From an optimization exercise on the open Yosys and OpenROAD flow, aimed at a short achievable clock period and few clock cycles; shortcuts taken in it are not production practice.
Only simulation tests tie the RTL to the original design; equivalence was not proved.
Power figures rest on the tool's default switching activity, not on a simulated workload.

**flow/run.sh**
```bash
#!/bin/bash
set -uo pipefail
bash standard.sh SETUP_SLACK_MARGIN=8.5 finish > standard_flow.log 2>&1
```
**standard.sh**
```bash
#!/bin/bash
# synth_recipe.tcl (not shown) runs the flow's synth.tcl, then flattens the netlist and writes it again
# the make line also repeats each setting of config.mk as NAME=value (left out here)
make -C /OpenROAD-flow-scripts/flow DESIGN_CONFIG=/design/flow/config.mk WORK_HOME=/design/flow/orfs CLKGATE_MAP_FILE= SYNTH_SCRIPT=/design/flow/synth_recipe.tcl "${@:-finish}"
```
**config.mk**
```make
export PLATFORM = sky130hd
export DESIGN_NAME = egbc
export DESIGN_NICKNAME = egbc
export VERILOG_FILES = /design/flow/design.v
export SDC_FILE = /design/flow/constraint.sdc
export NUM_CORES = 4
export LEC_CHECK = 0
export ABC_CLOCK_PERIOD_IN_PS = 3000
export CAP_MARGIN = 20
export CORE_MARGIN = 2
export CORE_UTILIZATION = 50
export PLACE_DENSITY = 0.65
export SLEW_MARGIN = 20
export TNS_END_PERCENT = 10
```
**constraint.sdc**
```tcl
create_clock -name core_clock -period 12.0 [get_ports {clk}]
set_input_delay 2.4000 -clock core_clock [delete_from_list [all_inputs] [get_ports {clk}]]
set_output_delay 2.4000 -clock core_clock [all_outputs]
set_load 0.01 [all_outputs]
```
**design.v**
```verilog
module egbc #(
    parameter integer WBUF_CAP = 4096         
) (
    input  wire        clk,
    input  wire        rst,                   
    input  wire        cmd_valid,
    output wire        cmd_ready,
    input  wire [31:0] cmd_word,
    input  wire [31:0] cmd_arg0,
    input  wire [31:0] cmd_arg1,
    output reg         rsp_valid,
    output reg  [7:0]  rsp_status,
    output reg  [31:0] rsp_result,
    output reg  [31:0] diag_count,
    output reg         wb_valid,
    output reg  [7:0]  wb_data,
    output wire        mem_rd,
    output wire [19:0] mem_addr,
    input  wire [7:0]  mem_rdata
);
    localparam integer QW = 128;              
    localparam integer AW = 192;              
    localparam integer CD = 8;                
    localparam integer RD = 16;               
    localparam [7:0] ST_OK          = 8'h00;
    localparam [7:0] ST_SKIP_NOP    = 8'h01;
    localparam [7:0] ST_UE_GUARD    = 8'h02;
    localparam [7:0] ST_ERR_ILLEGAL = 8'h10;
    localparam [7:0] ST_ERR_WIDTH   = 8'h11;
    localparam [7:0] ST_ERR_UERANGE = 8'h12;
    localparam [7:0] ST_ERR_NOMEM   = 8'h13;
    localparam [7:0] ST_ERR_OVERRUN = 8'h14;
    localparam [7:0] ST_ERR_RANGE   = 8'h15;
    localparam integer K_WINIT = 0;           
    localparam integer K_PUT   = 1;
    localparam integer K_UE    = 2;           
    localparam integer K_SE    = 3;           
    localparam integer K_AL    = 4;
    localparam integer K_TELL  = 5;
    localparam integer K_RI    = 6;
    localparam integer K_GET   = 7;
    localparam integer K_RUE   = 8;
    localparam integer K_RSE   = 9;
    localparam integer K_SK    = 10;
    localparam integer K_CNT   = 11;
    localparam integer K_LEFT  = 12;
    localparam integer NK      = 13;
    reg        rst_r;
    reg        rdy;
    reg [3:0]  ccnt;                          
    reg        i_v;
    reg [31:0] i_w, i_a0, i_a1;
    assign cmd_ready = rdy;
    wire acc = cmd_valid & rdy;
    always @(posedge clk) begin
        i_w  <= cmd_word;
        i_a0 <= cmd_arg0;
        i_a1 <= cmd_arg1;
    end
    wire [7:0] op   = i_w[31:24];
    wire       nz_n = |i_w[23:0];
    wire       nz_w = |i_w[23:6];
    wire [5:0] fw   = i_w[5:0];
    reg [NK-1:0] k1;
    reg          ill1;
    always @(*) begin
        k1 = {NK{1'b0}};
        ill1 = 1'b0;
        case (op)
            8'h01, 8'h08: k1[K_WINIT] = 1'b1;
            8'h02:        k1[K_PUT]   = 1'b1;
            8'h03:        k1[K_UE]    = 1'b1;
            8'h04:        k1[K_SE]    = 1'b1;
            8'h05:        k1[K_AL]    = 1'b1;
            8'h06:        k1[K_TELL]  = 1'b1;
            8'h10:        k1[K_RI]    = 1'b1;
            8'h11:        k1[K_GET]   = 1'b1;
            8'h12:        k1[K_RUE]   = 1'b1;
            8'h13:        k1[K_RSE]   = 1'b1;
            8'h14:        k1[K_SK]    = 1'b1;
            8'h15:        k1[K_CNT]   = 1'b1;
            8'h16:        k1[K_LEFT]  = 1'b1;
            default:      ill1 = 1'b1;
        endcase
        if ((k1[K_PUT] | k1[K_GET]) ? nz_w : nz_n) ill1 = 1'b1;
        if (ill1) k1 = {NK{1'b0}};
    end
    wire [31:0] a0p1  = i_a0 + 32'd1;
    wire [31:0] a0neg = (~i_a0) + 32'd1;
    wire        se_pos = !i_a0[31] && (i_a0 != 32'd0);
    wire [31:0] vp1   = k1[K_SE] ? (se_pos ? {i_a0[30:0], 1'b0} : {a0neg[30:0], 1'b1})
                                 : a0p1;
    wire        ue_bad = k1[K_SE] ? (i_a0 == 32'h8000_0000) : (i_a0 == 32'hFFFF_FFFF);
    wire [31:0] pmask  = fw[5] ? 32'hFFFF_FFFF : ~(32'hFFFF_FFFF << fw[4:0]);
    wire        w_big  = (fw > 6'd32);
    reg              p1_v;
    reg [NK-1:0]     p1_k;
    reg              p1_ill, p1_wbig, p1_uebad;
    reg [5:0]        p1_fw;
    reg [31:0]       p1_val;                  
    reg [31:0]       p1_a0, p1_a1;
    reg [29:0]       p1_c8;                   
    always @(posedge clk) begin
        p1_k     <= k1;
        p1_ill   <= ill1;
        p1_wbig  <= w_big;
        p1_uebad <= ue_bad;
        p1_fw    <= fw;
        p1_val   <= (k1[K_UE] | k1[K_SE]) ? vp1 : (i_a0 & pmask);
        p1_a0    <= i_a0;
        p1_a1    <= i_a1;
        p1_c8    <= ({1'b0, i_a1[31:3]} + {29'd0, |i_a1[2:0]});
    end
    reg [4:0] lg;                             
    integer li;
    always @(*) begin
        lg = 5'd0;
        for (li = 0; li < 32; li = li + 1)
            if (p1_val[li]) lg = li[4:0];
    end
    wire        p1_code = p1_k[K_UE] | p1_k[K_SE];
    wire [5:0]  n2 = p1_code ? {lg, 1'b1} : (p1_k[K_PUT] ? p1_fw : 6'd0);
    wire [33:0] ri_end = {2'b0, p1_a0} + {4'b0, p1_c8};
    wire        ri_bad = (ri_end > 34'h10_0000);
    reg        perr2;
    reg [7:0]  pst2;
    always @(*) begin
        perr2 = 1'b1;
        pst2  = ST_OK;
        if (p1_ill)                                         pst2 = ST_ERR_ILLEGAL;
        else if ((p1_k[K_PUT] | p1_k[K_GET]) && p1_wbig)    pst2 = ST_ERR_WIDTH;
        else if (p1_code && p1_uebad)                       pst2 = ST_ERR_UERANGE;
        else if (p1_k[K_RI] && ri_bad)                      pst2 = ST_ERR_RANGE;
        else                                                perr2 = 1'b0;
    end
    reg              p2_v;
    reg [NK-1:0]     p2_k;
    reg              p2_perr;
    reg [7:0]        p2_st;
    reg [5:0]        p2_n, p2_fw;
    reg [6:0]        p2_sh;
    reg [31:0]       p2_val, p2_a0;
    reg [23:0]       p2_a1;
    always @(posedge clk) begin
        p2_k    <= p1_k;
        p2_perr <= perr2;
        p2_st   <= pst2;
        p2_n    <= n2;
        p2_sh   <= 7'd64 - {1'b0, n2};
        p2_fw   <= p1_fw;
        p2_val  <= p1_val;
        p2_a0   <= p1_a0;
        p2_a1   <= p1_a1[23:0];
    end
    wire [63:0] wv3 = {32'd0, p2_val} << p2_sh;
    wire        wcls3 = p2_k[K_PUT] | p2_k[K_UE] | p2_k[K_SE] | p2_k[K_AL];
    reg              p3_v;
    reg [NK-1:0]     p3_k;
    reg              p3_perr;
    reg [7:0]        p3_st;
    reg [5:0]        p3_n, p3_fw;
    reg [63:0]       p3_d;                    
    reg              p3_skbig, p3_sk64;
    reg [63:0]       p3_oh;                   
    wire [5:0]       need3 = p2_k[K_GET] ? p2_fw : p2_a0[5:0];
    wire             oh3_v = (p2_k[K_GET] & !p2_perr & (p2_fw != 6'd0)) |
                             (p2_k[K_SK] & (p2_a0[31:7] == 25'd0) & (p2_a0[6:0] != 7'd0) &
                              (p2_a0[6:0] <= 7'd64));
    always @(posedge clk) begin
        p3_oh    <= oh3_v ? (64'd1 << (need3 - 6'd1)) : 64'd0;
        p3_k     <= p2_k;
        p3_perr  <= p2_perr;
        p3_st    <= p2_st;
        p3_n     <= p2_n;
        p3_fw    <= p2_fw;
        p3_d     <= wcls3 ? wv3 : {p2_a0, 8'd0, p2_a1};
        p3_skbig <= |p2_a0[31:24];
        p3_sk64  <= (p2_a0[31:7] == 25'd0) && (p2_a0[6:0] <= 7'd64);
    end
    localparam integer EW = NK + 1 + 8 + 6 + 6 + 64 + 2 + 64;
    wire [EW-1:0] p3_e = {p3_k, p3_perr, p3_st, p3_n, p3_fw, p3_d, p3_skbig, p3_sk64, p3_oh};
    reg [EW-1:0] cq [0:CD-1];
    reg [2:0]    cq_wp, cq_rp;
    reg [3:0]    cq_n;
    reg           hv;
    reg [EW-1:0]  h;
    wire [NK-1:0] hk;
    wire          h_perr;
    wire [7:0]    h_st;
    wire [5:0]    h_n, h_fw;
    wire [63:0]   h_d;
    wire          h_skbig, h_sk64;
    wire [63:0]   h_oh;
    assign {hk, h_perr, h_st, h_n, h_fw, h_d, h_skbig, h_sk64, h_oh} = h;
    wire [31:0]   h_a0 = h_d[63:32];
    wire [23:0]   h_a1 = h_d[23:0];
    reg [AW-1:0]  wacc;                       
    reg [7:0]     wq;                         
    reg [12:0]    wcnt;                       
    reg [12:0]    room;                       
    reg [7:0]     cb;                         
    reg [7:0]     eb;                         
    wire [2:0]  pb    = wq[2:0];
    wire        w_app = hk[K_PUT] | hk[K_UE] | hk[K_SE];
    wire        w_cls = w_app | hk[K_AL];
    wire [6:0]  s7    = {4'd0, pb} + {1'b0, h_n};
    wire [3:0]  kb    = hk[K_AL] ? {3'd0, |pb} : s7[6:3];
    wire        room_big = |room[12:3];
    wire        fits  = room_big | (kb <= room[3:0]);
    wire        w_stall = w_cls & wq[7] & (|wq[6:0]);      
    wire        emit  = |wq[7:3];
    reg [QW-1:0]  rq;
    reg [QW-1:0]  rv;
    reg [23:0]    rleft_r;                    
    reg [23:0]    cpos_r;                     
    reg [6:0]     cl;
    reg [23:0]    rbits;
    reg           rfar;                       
    reg [2:0]     drop;                       
    reg           frd;                        
    reg [19:0]    fadr;                       
    reg [19:0]    fnext;                      
    reg           fd;                         
    reg           r1_v;                       
    reg [7:0]     rbyte;
    assign mem_rd   = frd;
    assign mem_addr = fadr;
    wire [31:0] top32  = rq[QW-1:QW-32];
    wire        zero32 = (top32 == 32'd0);
    reg  [4:0]  zc;
    integer zi;
    always @(*) begin
        zc = 5'd0;
        for (zi = 0; zi < 32; zi = zi + 1)
            if (top32[zi]) zc = 5'd31 - zi[4:0];
    end
    wire [6:0]  c_ue   = zero32 ? 7'd32 : {1'b0, zc, 1'b1};
    wire [31:0] por;
    genvar gk;
    generate
        for (gk = 0; gk < 32; gk = gk + 1) begin : g_por
            assign por[gk] = |top32[31:31-gk];
        end
    endgenerate
    reg u_known;
    integer uk;
    always @(*) begin
        u_known = rv[QW-65] | (zero32 & rv[QW-32]);
        for (uk = 1; uk <= 32; uk = uk + 1)
            u_known = u_known | (por[uk-1] & rv[QW-(2*uk-1)]);
    end
    reg  [63:0] rvv;                          
    integer vi;
    always @(*)
        for (vi = 0; vi < 64; vi = vi + 1) rvv[vi] = rv[QW-1-vi];
    wire        oh_ok  = (h_oh == 64'd0) | (|(h_oh & rvv));
    wire        fw_ok  = oh_ok;
    wire [6:0]  skn    = h_a0[6:0];
    wire        skn_ok = oh_ok;
    wire        g_cls  = hk[K_GET] & !h_perr;
    wire        u_cls  = hk[K_RUE] | hk[K_RSE];
    wire        s_cls  = hk[K_SK];
    wire        rd_cls = g_cls | u_cls | s_cls;
    reg         pr;                           
    reg [7:0]   pr_st;
    reg [6:0]   pr_c;
    reg         pr_fl;
    reg         pr_fits;
    wire        s_fast  = h_sk64 & skn_ok;
    wire        fast_ok = rfar & ((g_cls & rv[QW-32]) | (u_cls & rv[QW-65]) |
                                  (s_cls & h_sk64 & rv[QW-64]));
    wire        slow    = hv & ((rd_cls & !fast_ok) | (w_cls & !h_perr & !room_big));
    wire [23:0] rlt     = rleft_r;              
    wire        rlt_big = |rlt[23:7];
    wire [6:0]  rlt7    = rlt[6:0];
    wire        all_in  = !rlt_big & ((rlt7 == 7'd0) | rv[QW - {1'b0, rlt7}]);
    wire        pg_ovr  = !rlt_big & ({1'b0, h_fw} > rlt7);
    wire        pu_ovr  = !rlt_big & (zero32 ? (rlt7 < 7'd32) : (c_ue > rlt7));
    wire        ps_ok   = !h_skbig & (h_a0[23:0] <= rlt);
    reg         p_known;
    reg [7:0]   p_st;
    reg [6:0]   p_c;
    reg         p_fl;
    always @(*) begin
        p_known = 1'b1;
        p_st    = ST_OK;
        p_c     = 7'd0;
        p_fl    = 1'b0;
        if (w_cls) begin
            p_st    = fits ? ST_OK : ST_ERR_NOMEM;
        end else if (g_cls) begin
            p_known = pg_ovr | fw_ok;
            p_st    = pg_ovr ? ST_ERR_OVERRUN : ST_OK;
            p_c     = pg_ovr ? 7'd0 : {1'b0, h_fw};
        end else if (u_cls) begin
            p_known = u_known | all_in;
            p_st    = pu_ovr ? ST_ERR_OVERRUN : (zero32 ? ST_UE_GUARD : ST_OK);
            p_c     = pu_ovr ? 7'd0 : c_ue;
        end else begin
            p_st    = ps_ok ? ST_OK : ST_SKIP_NOP;
            p_c     = (ps_ok & s_fast) ? skn : 7'd0;
            p_fl    = ps_ok & !s_fast;
        end
    end
    reg [4:0]   rcred;                        
    wire        rf_full = rcred[4];
    wire        stall   = rf_full | w_stall | (slow & !pr);
    wire        go      = hv & !stall;
    wire        do_w    = go & w_cls & !h_perr & (!pr | pr_fits);
    wire        do_init = go & hk[K_WINIT];
    wire        do_ri   = go & hk[K_RI] & !h_perr;
    wire        do_uef  = go & u_cls & !pr;
    wire        do_o    = go & ((!pr & (g_cls | s_cls)) | (pr & !pr_fl & rd_cls));
    wire        do_skf  = go & pr & pr_fl;
    wire        flush   = do_ri | do_skf;
    reg [7:0]   st;
    always @(*) begin
        if (h_perr)                     st = h_st;
        else if (pr)                    st = pr_st;
        else if (u_cls)                 st = zero32 ? ST_UE_GUARD : ST_OK;
        else                            st = ST_OK;
    end
    wire [7:0]    ins_b   = rbyte << drop;
    wire [7:0]    ins_m   = 8'hFF << drop;
    wire [QW-1:0] bnd;                        
    generate
        for (gk = 0; gk < QW; gk = gk + 1) begin : g_bnd
            if (gk == QW - 1) assign bnd[gk] = !rv[gk];
            else              assign bnd[gk] = !rv[gk] & rv[gk + 1];
        end
    endgenerate
    reg [QW-1:0] ins, insv;
    integer ii, ij;
    always @(*) begin
        for (ii = 0; ii < QW; ii = ii + 1) begin
            ins[ii]  = 1'b0;
            insv[ii] = 1'b0;
            for (ij = 0; ij < 8; ij = ij + 1)
                if (ii + ij < QW) begin
                    ins[ii]  = ins[ii]  | (bnd[ii + ij] & ins_b[7 - ij]);
                    insv[ii] = insv[ii] | (bnd[ii + ij] & ins_m[7 - ij]);
                end
        end
    end
    wire [QW-1:0] rqi = r1_v ? (rq | ins)  : rq;
    wire [QW-1:0] rvi = r1_v ? (rv | insv) : rv;
    function [QW-1:0] ushift(input [QW-1:0] d, input [4:0] z, input g);
        reg [QW-1:0] t;
        begin
            t = d << 1;
            if (z[4]) t = t << 32;
            if (z[3]) t = t << 16;
            if (z[2]) t = t << 8;
            if (z[1]) t = t << 4;
            if (z[0]) t = t << 2;
            ushift = g ? (d << 32) : t;
        end
    endfunction
    wire [6:0]    c_o   = pr ? pr_c : (hk[K_GET] ? {1'b0, h_fw} : skn);
    wire [QW-1:0] rq_ue = ushift(rqi, zc, zero32);
    wire [QW-1:0] rv_ue = ushift(rvi, zc, zero32);
    wire [QW-1:0] rq_o  = rqi << c_o;
    wire [QW-1:0] rv_o  = rvi << c_o;
    wire [1:0]    infl    = {1'b0, r1_v} + {1'b0, fd} + {1'b0, frd};
    wire          f_issue = !rv[7 + 8 * infl];
    wire [23:0]   sk_pos  = cpos_r + h_a0[23:0];
    reg  [23:0]   sk_pos_r;                   
    wire [7:0]    wq8     = {wq[7:3], 3'd0};
    wire [AW-1:0] keep    = ~({AW{1'b1}} >> wq8);
    wire [AW-1:0] wins    = do_w ? ({h_d, {(AW-64){1'b0}}} >> wq) : {AW{1'b0}};
    wire [AW-1:0] wacc1   = (do_init ? (wacc & keep) : wacc) | wins;
    wire [4:0]    wqh_e   = wq[7:3] - {4'd0, emit};
    wire [7:0]    wq_e    = {wqh_e, pb};
    wire [7:0]    wq_p    = wq + {2'd0, h_n} - (emit ? 8'd8 : 8'd0);
    wire [7:0]    wq_a    = {wqh_e + {4'd0, |pb}, 3'd0};
    wire [7:0]    wq_w    = hk[K_AL] ? wq_a : wq_p;
    reg        x_v;
    reg [7:0]  x_st;
    reg [2:0]  x_kind;                        
    reg [31:0] x_raw;
    reg [64:0] x_win;
    reg [5:0]  x_z;
    reg [7:0]  x_tgt;
    reg [23:0] x_rl, x_rb;
    reg [6:0]  x_cl;
    reg [2:0]  kind_e;
    reg [31:0] raw_e;
    wire       e_ok = (st == ST_OK);
    always @(*) begin
        kind_e = 3'd0;
        raw_e  = 32'd0;
        if (!h_perr) begin
            if (hk[K_TELL]) raw_e = {16'd0, wcnt, pb};
            if (hk[K_CNT])  kind_e = 3'd4;
            if (hk[K_LEFT]) kind_e = 3'd5;
            if (g_cls & e_ok) kind_e = 3'd1;
            if (u_cls & e_ok) kind_e = hk[K_RSE] ? 3'd3 : 3'd2;
        end
    end
    reg        y_v;
    reg [7:0]  y_st;
    reg [2:0]  y_kind;
    reg [31:0] y_res;
    reg [32:0] y_norm;
    reg [5:0]  y_z, y_zs;
    reg [7:0]  y_tgt;
    reg [23:0] y_rl, y_rb;
    wire [64:0] x_sh  = x_win << x_z[4:0];
    wire [31:0] x_fld = x_win[64:33] >> (6'd32 - x_z);
    reg        z_v;
    reg [7:0]  z_st;
    reg [2:0]  z_kind;
    reg [31:0] z_res;
    reg [7:0]  z_tgt;
    wire [32:0] y_v1 = y_norm >> y_zs;
    wire [31:0] z_half = {1'b0, z_res[31:1]};
    wire [31:0] z_fin  = (z_kind == 3'd2) ? (z_res - 32'd1) :
                         (z_kind == 3'd3) ? (z_res[0] ? (32'd0 - z_half) : z_half) :
                         z_res;
    reg        w3_v;
    reg [7:0]  w3_st;
    reg [31:0] w3_res;
    reg [7:0]  w3_tgt;
    localparam integer FW = 8 + 32 + 8;
    reg [FW-1:0] rf [0:RD-1];
    reg [4:0]    rf_wp, rf_rp;
    reg          pop_d;
    wire [FW-1:0] rfh   = rf[rf_rp[3:0]];
    wire [7:0]   eb_n   = eb + {7'd0, emit};
    wire [7:0]   f_st   = rfh[FW-1:FW-8];
    wire [31:0]  f_res  = rfh[39:8];
    wire [7:0]   f_tgt  = rfh[7:0];
    wire [7:0]   f_gap  = eb_n - f_tgt;
    wire         pop    = (rf_wp != rf_rp) && !f_gap[7];
    wire         hload  = (!hv | go) & (cq_n != 4'd0);
    always @(posedge clk) begin
        if (rst_r) begin
            ccnt  <= 4'd0;
            i_v   <= 1'b0;
            p1_v  <= 1'b0;
            p2_v  <= 1'b0;
            p3_v  <= 1'b0;
            cq_wp <= 3'd0;
            cq_rp <= 3'd0;
            cq_n  <= 4'd0;
            hv    <= 1'b0;
            wacc  <= {AW{1'b0}};
            wq    <= 8'd0;
            wcnt  <= 13'd0;
            room  <= WBUF_CAP;
            cb    <= 8'd0;
            eb    <= 8'd0;
            rq    <= {QW{1'b0}};
            rv    <= {QW{1'b0}};
            rleft_r <= 24'd0;
            cpos_r  <= 24'd0;
            cl    <= 7'd0;
            rbits <= 24'd0;
            rfar  <= 1'b0;
            pr    <= 1'b0;
            drop  <= 3'd0;
            frd   <= 1'b0;
            fadr  <= 20'd0;
            fnext <= 20'd0;
            fd    <= 1'b0;
            r1_v  <= 1'b0;
            rcred <= 5'd0;
            x_v   <= 1'b0;
            y_v   <= 1'b0;
            z_v   <= 1'b0;
            w3_v  <= 1'b0;
            rf_wp <= 5'd0;
            rf_rp <= 5'd0;
            pop_d <= 1'b0;
            diag_count <= 32'd0;
        end else begin
            i_v  <= acc;
            p1_v <= i_v;
            p2_v <= p1_v;
            p3_v <= p2_v;
            ccnt <= ccnt + {3'd0, acc} - {3'd0, go};
            if (p3_v) begin
                cq[cq_wp] <= p3_e;
                cq_wp <= cq_wp + 3'd1;
            end
            if (hload) begin
                h     <= cq[cq_rp];
                cq_rp <= cq_rp + 3'd1;
            end
            cq_n <= cq_n + {3'd0, p3_v} - {3'd0, hload};
            if (!hv | go) hv <= (cq_n != 4'd0);
            wacc <= emit ? (wacc1 << 8) : wacc1;
            wq   <= do_init ? (wq8 - (emit ? 8'd8 : 8'd0)) : do_w ? wq_w : wq_e;
            if (do_init) begin
                wcnt <= 13'd0;
                room <= WBUF_CAP;
            end else if (do_w) begin
                wcnt <= wcnt + {9'd0, kb};
                room <= room - {9'd0, kb};
            end
            if (do_w) cb <= cb + {4'd0, kb};
            eb <= eb_n;
            wb_data <= wacc[AW-1:AW-8];
            if (go)
                pr <= 1'b0;
            else if (slow & !pr & p_known & ((cl == 7'd0) | (rfar & !s_cls)))
                pr <= 1'b1;
            if (!pr) begin
                pr_st    <= p_st;
                pr_c     <= p_c;
                pr_fl    <= p_fl;
                pr_fits  <= fits;
                sk_pos_r <= sk_pos;
            end
            if (flush) begin
                rq <= {QW{1'b0}};
                rv <= {QW{1'b0}};
            end else if (do_uef) begin
                rq <= rq_ue;
                rv <= rv_ue;
            end else if (do_o) begin
                rq <= rq_o;
                rv <= rv_o;
            end else begin
                rq <= rqi;
                rv <= rvi;
            end
            if (do_ri) begin
                rleft_r <= h_a1;
                rbits   <= h_a1;
                cpos_r  <= {h_a0[20:0], 3'd0};
                cl      <= 7'd0;
                rfar    <= |h_a1[23:9];
            end else if (do_skf) begin
                rleft_r <= rleft_r - h_a0[23:0];
                cpos_r  <= sk_pos_r;
                cl      <= 7'd0;
                rfar    <= 1'b0;
            end else begin
                rleft_r <= rleft_r - {17'd0, cl};
                cpos_r  <= cpos_r + {17'd0, cl};
                cl      <= do_uef ? c_ue : (do_o ? c_o : 7'd0);
                rfar    <= |rleft_r[23:9];
            end
            rbyte <= mem_rdata;
            r1_v  <= fd & !flush;
            fd    <= frd & !flush;
            if (flush) begin
                frd   <= 1'b1;
                fadr  <= do_ri ? h_a0[19:0] : sk_pos_r[22:3];
                fnext <= do_ri ? (h_a0[19:0] + 20'd1) : (sk_pos_r[22:3] + 20'd1);
                drop  <= do_ri ? 3'd0 : sk_pos_r[2:0];
            end else begin
                frd <= f_issue;
                if (f_issue) begin
                    fadr  <= fnext;
                    fnext <= fnext + 20'd1;
                end
                if (r1_v) drop <= 3'd0;
            end
            x_v    <= go;
            x_st   <= st;
            x_kind <= kind_e;
            x_raw  <= raw_e;
            x_win  <= rq[QW-1:QW-65];
            x_z    <= hk[K_GET] ? h_fw : {1'b0, zc};
            x_tgt  <= do_w ? cb + {4'd0, kb} : cb;
            x_rl   <= rleft_r;
            x_cl   <= cl;
            x_rb   <= rbits;
            y_v    <= x_v;
            y_st   <= x_st;
            y_kind <= x_kind;
            y_res  <= (x_kind == 3'd1) ? x_fld : x_raw;
            y_norm <= x_sh[64:32];
            y_z    <= x_z;
            y_zs   <= 6'd32 - x_z;
            y_tgt  <= x_tgt;
            y_rl   <= x_rl - {17'd0, x_cl};
            y_rb   <= x_rb;
            z_v    <= y_v;
            z_st   <= y_st;
            z_kind <= y_kind;
            z_res  <= (y_kind == 3'd2 || y_kind == 3'd3) ? y_v1[31:0] :
                      (y_kind == 3'd4) ? {8'd0, y_rb - y_rl} :
                      (y_kind == 3'd5) ? {8'd0, y_rl} : y_res;
            z_tgt  <= y_tgt;
            w3_v   <= z_v;
            w3_st  <= z_st;
            w3_res <= z_fin;
            w3_tgt <= z_tgt;
            if (w3_v) begin
                rf[rf_wp[3:0]] <= {w3_st, w3_res, w3_tgt};
                rf_wp <= rf_wp + 5'd1;
            end
            if (pop) rf_rp <= rf_rp + 5'd1;
            pop_d <= pop;
            rcred <= rcred + {4'd0, go} - {4'd0, pop_d};
            rsp_status <= f_st;
            rsp_result <= f_res;
            if (pop && f_st[4])
                diag_count <= diag_count + 32'd1;
        end
    end
    always @(posedge clk) begin
        rst_r     <= rst;
        rsp_valid <= !rst & !rst_r & pop;
        wb_valid  <= !rst & !rst_r & emit;
        if (rst)
            rdy <= 1'b0;
        else if (rst_r)
            rdy <= 1'b1;
        else
            rdy <= (ccnt + {3'd0, acc} - {3'd0, go}) < CD;
    end
endmodule
```
==> impl_metrics.tcl <==
set metrics [dict create \
    io_pins 211 \
    postCtsHoldBufs 0 \
    async_reset_ff_frac 0 \
    firstError "[ERROR GRT-0232] Routing congestion too high. Check the congestion heatmap in the GUI." \
    synth_top_area_share 0.360 \
    synth.ff_latch_count 3834 \
    dp_hpwl_um 872000 \
    cts_max_level 5 \
    ys_seq_area_frac 0.474 \
    yosysTopAreaCell "edfxtp_1" \
    yosysMostFrequentCell "edfxtp_1" \
    die_w_um 663 \
    gp_congestion 1.18 \
    yosys_warnings 1 \
    numCtsBuffers 389 \
    ys_top_cells_by_count "2604 x edfxtp_1, 1964 x nor2_1, 1732 x nand2_1" \
    ys_types 123 \
    die_height_um 663 \
    grt_remaining_overflow 3 \
    numPortBuffers 206 \
    dp_slack_ns 4.86 \
    synthFlopType "edfxtp_1" \
    outcome "stopped before the end" \
    start_util 0.503 \
    syn-cell-area_mm2 0.217 \
    grt_max_degree 153 \
    synth_cells 20800 \
    cts_sinks 3834 \
    row_count 241 \
    grt_use_total 0.616 \
    clockRootBuffer "clkbuf_16" \
    stop_stage "global routing" \
    synth.avg_cell_area_um2 10.4 \
    max-clock-path-buffers 4 \
    synth.area.top_cells "edfxtp_1 36%, dfxtp_1 11%, mux4_2 7.2%" \
    synth_edf_count 2604 \
]
worst max path at each step:
stage	startpoint	to	slack [ns]	depth (start not counted)
4_1_cts	rleft_r[0]	pr_c[6]	7.25	16
3_5_place_dp	drop[0]	rq[107]	4.86	15
3_3_place_gp	drop[0]	rq[86]	4.54	15
2_1_floorplan	rst_r	cq[1][0]	5.73	5
per-layer routing:
metal	GRT overflow	global-route usage
met5	0	0.220
met2	0	0.796
met3	0	0.401
met4	3	0.516
met1	0	0.676
power by group through the flow:
stage	Clock [mW]	Sequential (mW)	Combinational, mW
3_3_place_gp	0	17.9	67.3
2_1_floorplan	0	16.7	36.5
4_1_cts	12.9	17.7	81.5
3_5_place_dp	0	17.9	67.0
through the flow:
step	util	std cells	hold WS, ns	total power, mW	area (µm²)
3_3_place_gp	0.527	25800	0.311	85.2	227000
4_1_cts	0.610	27400	0.319	112	263000
3_5_place_dp	0.527	25800	0.312	84.9	228000
2_1_floorplan	-	20900	0.310	53.2	217000
cells by family after synthesis:
family / count (synthesis) / share of synthesized area
and+or+nand+nor: 5830 / 0.123
DFF: 3834 / 0.474
adders and majority gates: 231 / 0.0138
other: 1 / 0.0000173
buffers and inverters: 2186 / 0.0401
muxes: 2071 / 0.138
AOI/OAI and AO/OA: 6368 / 0.198
xor gates and xnor gates: 328 / 0.0132
what timing repair did:
item / in CTS
setup buffers: 770
resized for setup: 2480
gates cloned: 110
endpoints found under the setup margin: 1298
pin swaps: 407
Testbench counts, summed over its fixed seeds: cycles 5,401.
